From an optimization exercise on the open Yosys and OpenROAD flow, aimed at small area; shortcuts taken in it are not production practice. In this exercise RTL edits were held to simulation tests only and were not proved equivalent to the original. Power and IR drop assume default switching activity.

<file path="flow/design.v">
module pm_frame_sync (
    input  wire        clk,
    input  wire        rst,
    input  wire        start,
    input  wire [15:0] magic,
    output wire        busy,
    output wire        rd_valid,
    output wire [2:0]  err,
    output wire [15:0] rd0,
    output wire [15:0] rd1,
    output wire [15:0] rd2,
    output wire [15:0] rd3,
    output wire [15:0] rd4,
    output wire [15:0] rd5,
    output wire [7:0]  nf,
    input  wire [6:0]  f_idx,
    output wire [15:0] f_data,
    output wire        bs_req,
    input  wire        bs_valid,
    input  wire [7:0]  bs_data,
    input  wire        bs_timeout,
    input  wire        bs_closed
);
    localparam integer N          = 2;       
    localparam integer MAX_LENGTH = 256;     
    localparam integer FMAX       = MAX_LENGTH / 2;
    localparam [2:0] P_IDLE    = 3'd0,
                     P_SYNC    = 3'd1,
                     P_LEN     = 3'd2,
                     P_PAYLOAD = 3'd3,
                     P_READING = 3'd4;
    localparam [2:0] E_NONE      = 3'd0,
                     E_TIMEOUT   = 3'd1,
                     E_MALFORMED = 3'd2,
                     E_SHORT     = 3'd3,
                     E_TOOLARGE  = 3'd4,
                     E_TRANSPORT = 3'd5;
    reg [2:0]     phase;
    reg [2:0]     err_r;
    reg           rd_valid_r;
    reg [8*N-1:0] magic_r;    
    reg [8*N-1:0] win;        
    reg [1:0]     wfill;
    reg [15:0]    len;
    reg [15:0]    cnt;
    reg [7:0]     hold;
    reg [7:0]     nf_r;
    reg [15:0]    f  [0:FMAX-1];
    reg [15:0]    rd [0:5];
    assign bs_req = (phase == P_SYNC) || (phase == P_LEN) || (phase == P_PAYLOAD);
    wire got_byte    = bs_req && bs_valid;
    wire got_timeout = bs_req && !bs_valid && bs_timeout;
    wire got_closed  = bs_req && !bs_valid && !bs_timeout && bs_closed;
    wire [8*N-1:0] win_next  = {win[8*N-9:0], bs_data};
    wire [15:0]    len_next  = {len[15:8], bs_data};
    wire [15:0]    cnt_next  = cnt + 16'd1;
    wire f_we = (phase == P_PAYLOAD) && got_byte && cnt[0];
    always @(posedge clk) begin
        if (f_we)
            f[cnt[7:1]] <= {hold, bs_data};
    end
    always @(posedge clk) begin
        if (rst) begin
            phase      <= P_IDLE;
            err_r      <= E_NONE;
            rd_valid_r <= 1'b0;
            wfill      <= 2'd0;
            nf_r       <= 8'd0;
            cnt        <= 16'd0;
        end else begin
            case (phase)
            P_IDLE: begin
                if (start) begin
                    magic_r    <= magic;
                    wfill      <= 2'd0;
                    nf_r       <= 8'd0;
                    err_r      <= E_NONE;
                    rd_valid_r <= 1'b0;
                    phase      <= P_SYNC;
                end
            end
            P_SYNC: begin
                if (got_byte) begin
                    win <= win_next;
                    if (wfill != N)
                        wfill <= wfill + 2'd1;
                    if ((wfill >= N - 1) && (win_next == magic_r)) begin
                        phase <= P_LEN;
                        cnt   <= 16'd0;
                    end
                end
            end
            P_LEN: begin
                if (got_byte) begin
                    if (cnt == 16'd0) begin
                        len[15:8] <= bs_data;
                        cnt       <= 16'd1;
                    end else begin
                        len[7:0] <= bs_data;
                        if (len_next > MAX_LENGTH) begin
                            err_r <= E_TOOLARGE;
                            cnt   <= 16'd2;
                            phase <= P_IDLE;
                        end else if (len_next == 16'd0) begin
                            cnt   <= 16'd0;
                            nf_r  <= 8'd0;
                            phase <= P_READING;
                        end else begin
                            cnt   <= 16'd0;
                            phase <= P_PAYLOAD;
                        end
                    end
                end
            end
            P_PAYLOAD: begin
                if (got_byte) begin
                    if (!cnt[0])
                        hold <= bs_data;
                    cnt <= cnt_next;
                    if (cnt_next == len) begin
                        if (len[0]) begin
                            err_r <= E_MALFORMED;
                            phase <= P_IDLE;
                        end else begin
                            nf_r  <= len[8:1];
                            phase <= P_READING;
                        end
                    end
                end
            end
            P_READING: begin
                if (nf_r < 8'd6) begin
                    err_r <= E_SHORT;
                end else begin
                    rd[0]      <= f[0];
                    rd[1]      <= f[1];
                    rd[2]      <= f[2];
                    rd[3]      <= f[3];
                    rd[4]      <= f[4];
                    rd[5]      <= f[5];
                    rd_valid_r <= 1'b1;
                end
                phase <= P_IDLE;
            end
            default: phase <= P_IDLE;
            endcase
            if (got_timeout) begin
                err_r <= E_TIMEOUT;
                phase <= P_IDLE;
            end else if (got_closed) begin
                err_r <= E_TRANSPORT;
                phase <= P_IDLE;
            end
        end
    end
    assign busy     = (phase != P_IDLE);
    assign rd_valid = rd_valid_r;
    assign err      = err_r;
    assign rd0      = rd[0];
    assign rd1      = rd[1];
    assign rd2      = rd[2];
    assign rd3      = rd[3];
    assign rd4      = rd[4];
    assign rd5      = rd[5];
    assign nf       = nf_r;
    assign f_data   = f[f_idx];
endmodule
</file>
<file path="flow/constraint.sdc">
create_clock -name core_clock -period 6.5 [get_ports {clk}]
set_input_delay 1.3000 -clock core_clock [delete_from_list [all_inputs] [get_ports {clk}]]
set_output_delay 1.3000 -clock core_clock [all_outputs]
set_load 0.01 [all_outputs]
</file>
<file path="flow/run.sh">
#!/bin/bash
# synth_recipe.tcl (not shown) runs the flow's synth.tcl, then flattens the netlist and writes it again
# the make line also repeats each setting of config.mk as NAME=value (left out here)
make -C /OpenROAD-flow-scripts/flow DESIGN_CONFIG=/design/flow/config.mk WORK_HOME=/design/flow/orfs CLKGATE_MAP_FILE= SYNTH_SCRIPT=/design/flow/synth_recipe.tcl finish
</file>
<file path="flow/config.mk">
export PLATFORM = sky130hd
export DESIGN_NAME = pm_frame_sync
export DESIGN_NICKNAME = pm_frame_sync
export VERILOG_FILES = /design/flow/design.v
export SDC_FILE = /design/flow/constraint.sdc
export NUM_CORES = 4
export LEC_CHECK = 0
export CAP_MARGIN = 20
export CORE_MARGIN = 2
export CORE_UTILIZATION = 40
export SLEW_MARGIN = 20
</file>
==> results by group <==
Routing
  • Detailed-routing iteration count for the pre-antenna-repair pass: 5
  • Vias per std cell: 5.67
  • Violation count after the first detailed-route iteration: 4460
  • Total detailed-routing wirelength: 213000 um
  • Total number of vias: 39.9k
  • Detailed-route wire length per cell: 30.3 um
  • Remaining routing DRC violations: 0
  • Final antenna-violating net count: 0

Clock tree
  • Number of buffers inserted by hold repair at cts: 0
  • Clock Pin Slew Worst Setup and Hold Paths: 60 ps
  • Source-to-sink clock delay at the later pin of the worst-skew pair: 860 ps
  • H-tree levels: 4
  • Post-CTS sizing: 0
  • CTS Buf Count: 215
  • Clock sink count: 2225
  • Clk root buf: sky130_fd_sc_hd__clkbuf_16
  • Deepest clock path buffer count: 3
  • TritonCTS clock tree: done
  • Number of post-CTS setup repair buffers: 0

Die
  • Die footprint: 217000 um^2
  • Chip width: 465 um
  • Std cell rows: 169
  • Vertical die dimension: 465 um
  • Number of I/O pins: 163
  • Core footprint: 212000 um^2
  • Starting density of the core: 0.402

Finish
  • Share of layout cells above drive strength 1: 0.300
  • Core occupancy in the finished layout: 0.466
  • Final net count: 4077
  • Relative area change from synthesis to final layout: 16.1%

Place
  • Worst slack at placement: 273 ps
  • Routability congestion estimate: 0.777
  • Port buffer count: 162
  • Half-perimeter wire length after placement: 124000 um

Yosys
  • Flip-flop and latch count after synthesis: 2225
  • Top cell type's share of synthesized area: 0.773
  • Post-synthesis share of cell area spent on full adders, half adders and majority gates: 0.000588
  • Main flop type after synthesis: sky130_fd_sc_hd__edfxtp_1
  • Count of unique library cells instantiated by Yosys: 56
  • Synth Instances: 3590
  • Biggest area consumer among synthesized cells: sky130_fd_sc_hd__edfxtp_1
  • Xor/xnor share of the synthesized area: 0.00350
  • Dominant cells by area after synthesis: sky130_fd_sc_hd__edfxtp_1, sky130_fd_sc_hd__mux4_2, sky130_fd_sc_hd__dfxtp_1, sky130_fd_sc_hd__nor2_1, sky130_fd_sc_hd__clkbuf_1
  • Synth warnings: 2
  • Simple-gate area share of the yosys netlist: 0.0170
  • Register area share after synthesis: 0.781
  • Share of synthesized area spent on multiplexers: 0.178
  • Synthesized net count: 3631
  • Combined area of all synthesized cells: 85100 um^2
  • Count of flip-flops with a built-in enable after synthesis: 2192
  • Most frequent cell after synthesis: sky130_fd_sc_hd__edfxtp_1
  • Top post-synthesis cells by count: sky130_fd_sc_hd__edfxtp_1, sky130_fd_sc_hd__mux4_2, sky130_fd_sc_hd__nor2_1
  • Main combinational cell family by area after synthesis: multiplexers
  • Complex-gate fraction of the synthesized area: 0.00955
  • Synthesized area divided by synthesized cell count: 23.7 um^2
  • Async set-reset flop share out of synthesis: 0

STA
  • Setup Viol. Count Final: 0
  • Min Tclk post-route: 6190 ps
  • Number of slew-limit violations in the final report: 0
  • Post-route fraction of the period consumed by the critical path: 0.953
  • Final Hold Viols: 0
  • RSZ-0062 raised after global routing: no
  • Final Hold Slack: 444 ps
  • Setup ws final: 307 ps
  • Transition time at the pin with the least slew margin: 1100 ps
  • Final Skew: 70.7 ps
  • Highest clock frequency the design can meet: 161 MHz
  • Worst slew margin relative to its limit: 0.267
  • Sum of negative setup slack: 0 ps

Critical path
  • Worst setup path start: f_idx[1]
  • Number of cells on the worst reg-to-reg path: 7
  • Nature of the critical path startpoint: input pin
  • Highest net fanout along the worst path: 38
  • Worst reg2reg path startpoint: phase[1]$_SDFFE_PP0P_
  • Worst setup path endpoint: f_data[7]
  • Crit Reg-Reg Endpoint: f[119][0]$_DFFE_PP_
  • Flop-to-flop setup slack: 2250 ps
  • Critical path capture point type: output port
  • Worst EP arrival: 4890 ps
  • Required time at the worst-slack endpoint: 5200 ps
  • Kind of critical path: input pin to output port

Power and ir drop
  • Cell area power density: 299 nW/um^2
  • Largest vdd supply drop: 0.000281 V
  • Leakage: 30.6 nW

GRT
  • Global route total overflow: 0
  • Number of global-route vias before repair: 40.3k
  • Global router's overall resource usage: 0.197
  • First-pass GRT wire length: 304000 um
  • Maximum number of pins on one net before global-route repair: 100
  • Number of antenna violations at the first check in global routing: 11

Outcome
  • Run status: complete, no violations

Run
  • Maximum Capacitance Violations: 0

Hold path
  • Cell depth of the worst hold path: 0
  • Path class of the lowest-slack min-delay path: flop to flop
## final cells by class
cell class / count / area, um^2
antenna: 3 / 7.51
clock buffer: 267 / 5610
clock inverter: 129 / 1380
fill: 17300 / 113000
inverter: 13 / 48.8
multi-input combinational: 1161 / 17800
sequential: 2225 / 66500
tap: 2821 / 3530
timing repair buffer: 420 / 3960
## worst max-delay path, cell delays in order
cell,delay [ps]
sky130_fd_sc_hd__buf_8,270
sky130_fd_sc_hd__buf_12,280
sky130_fd_sc_hd__buf_12,300
sky130_fd_sc_hd__buf_4,330
sky130_fd_sc_hd__mux4_2,350
sky130_fd_sc_hd__mux4_2,570
sky130_fd_sc_hd__mux2i_1,450
sky130_fd_sc_hd__a22oi_1,180
sky130_fd_sc_hd__o21a_1,240
sky130_fd_sc_hd__clkdlybuf4s50_1,510
## through the flow
step                      std cells  area (um^2)  power [mW]
after floorplan                3590        85100        16.9
after global placement         6638        91800        17.6
after detailed placement       6638        91800        17.6
after CTS                      7034        98800        29.8
after global routing           7036        98800        30.5
final                          7039        98800        29.6
## report_power, final
group          internal (mW)  switching, mW  leakage (nW)
Combinational          0.649          0.894          7.22
Sequential              15.7         0.0343          20.0
Clock                   6.94           5.39          3.39
Total                   23.3           6.32          30.6
## logic make-up (layout without fill, tap and decap cells)
family,Yosys count,in the layout
adders and majority gates,4,4
DFF,2225,2225
xor gates and xnor gates,34,34
buffers and inverters,204,829
AOI/OAI and AO/OA,121,121
muxes,690,690
and+or+nand+nor,312,312
other,0,3
## flip-flops by register name, indices dropped and copies added (netlist names), 16 cells and up
name     flops
rd1         16
magic_r     16
cnt         16
rd5         16
f         2048
rd0         16
rd3         16
len         16
rd2         16
rd4         16
## cells in the final DEF (no fill, tap or decap), drive strengths merged, types with 29 or more instances in the layout
master	netlist	final
clkinv	0	97
mux4	656	656
nand2	44	44
nor2	161	161
clkdlybuf4s50	0	149
buf	96	271
dfxtp	33	33
a21oi	29	29
mux2i	33	33
edfxtp	2192	2192
clkbuf	95	267
## metal layers
metal | wire, um | global-route usage
met1 | 88600 | 0.278
met2 | 105000 | 0.320
met3 | 14600 | 0.0308
met4 | 4950 | 0.0512
met5 | 0 | 0
## worst min path at each step
stage	from	endpoint	slack, ps
after global routing	f[2][11]$_DFFE_PP_	rd2[11]$_DFFE_PP_	450
after detailed placement	f[0][2]$_DFFE_PP_	rd0[2]$_DFFE_PP_	430
final	f[0][4]$_DFFE_PP_	rd0[4]$_DFFE_PP_	440
after floorplan	f[2][0]$_DFFE_PP_	rd2[0]$_DFFE_PP_	420
after global placement	f[1][1]$_DFFE_PP_	rd1[1]$_DFFE_PP_	430
after CTS	f[2][0]$_DFFE_PP_	rd2[0]$_DFFE_PP_	440

-- afterwards: timing with drivers on the ports --
Ports are ideal in the flow. The routed layout listed here was re-timed in OpenROAD.
Step 1 (the two cells are an assumption about what drives the block):
set clk [get_ports {clk}]
set_driving_cell -lib_cell sky130_fd_sc_hd__clkbuf_16 $clk
set_driving_cell -lib_cell sky130_fd_sc_hd__buf_2 [delete_from_list [all_inputs] $clk]
Step 2, shift: input delay + t, output delay - t, t = (earliest + latest rising clock arrival at the registers) / 2. This alone moves slack from input paths to output paths.
Three values: no drivers, after step 1, after step 2; two values: the first two.
t (ns): 0.903
setup WS [ns]: 0.307 / 0.238 / 0.238
worst register clock-pin slew, ns: 0.07 / 0.07
cell pins on the clock port's net: 1
After both steps setup and hold are still met in this run. For this run, drivers alone change the setup slack by -0.069 ns; drivers and shift together by -0.069 ns.
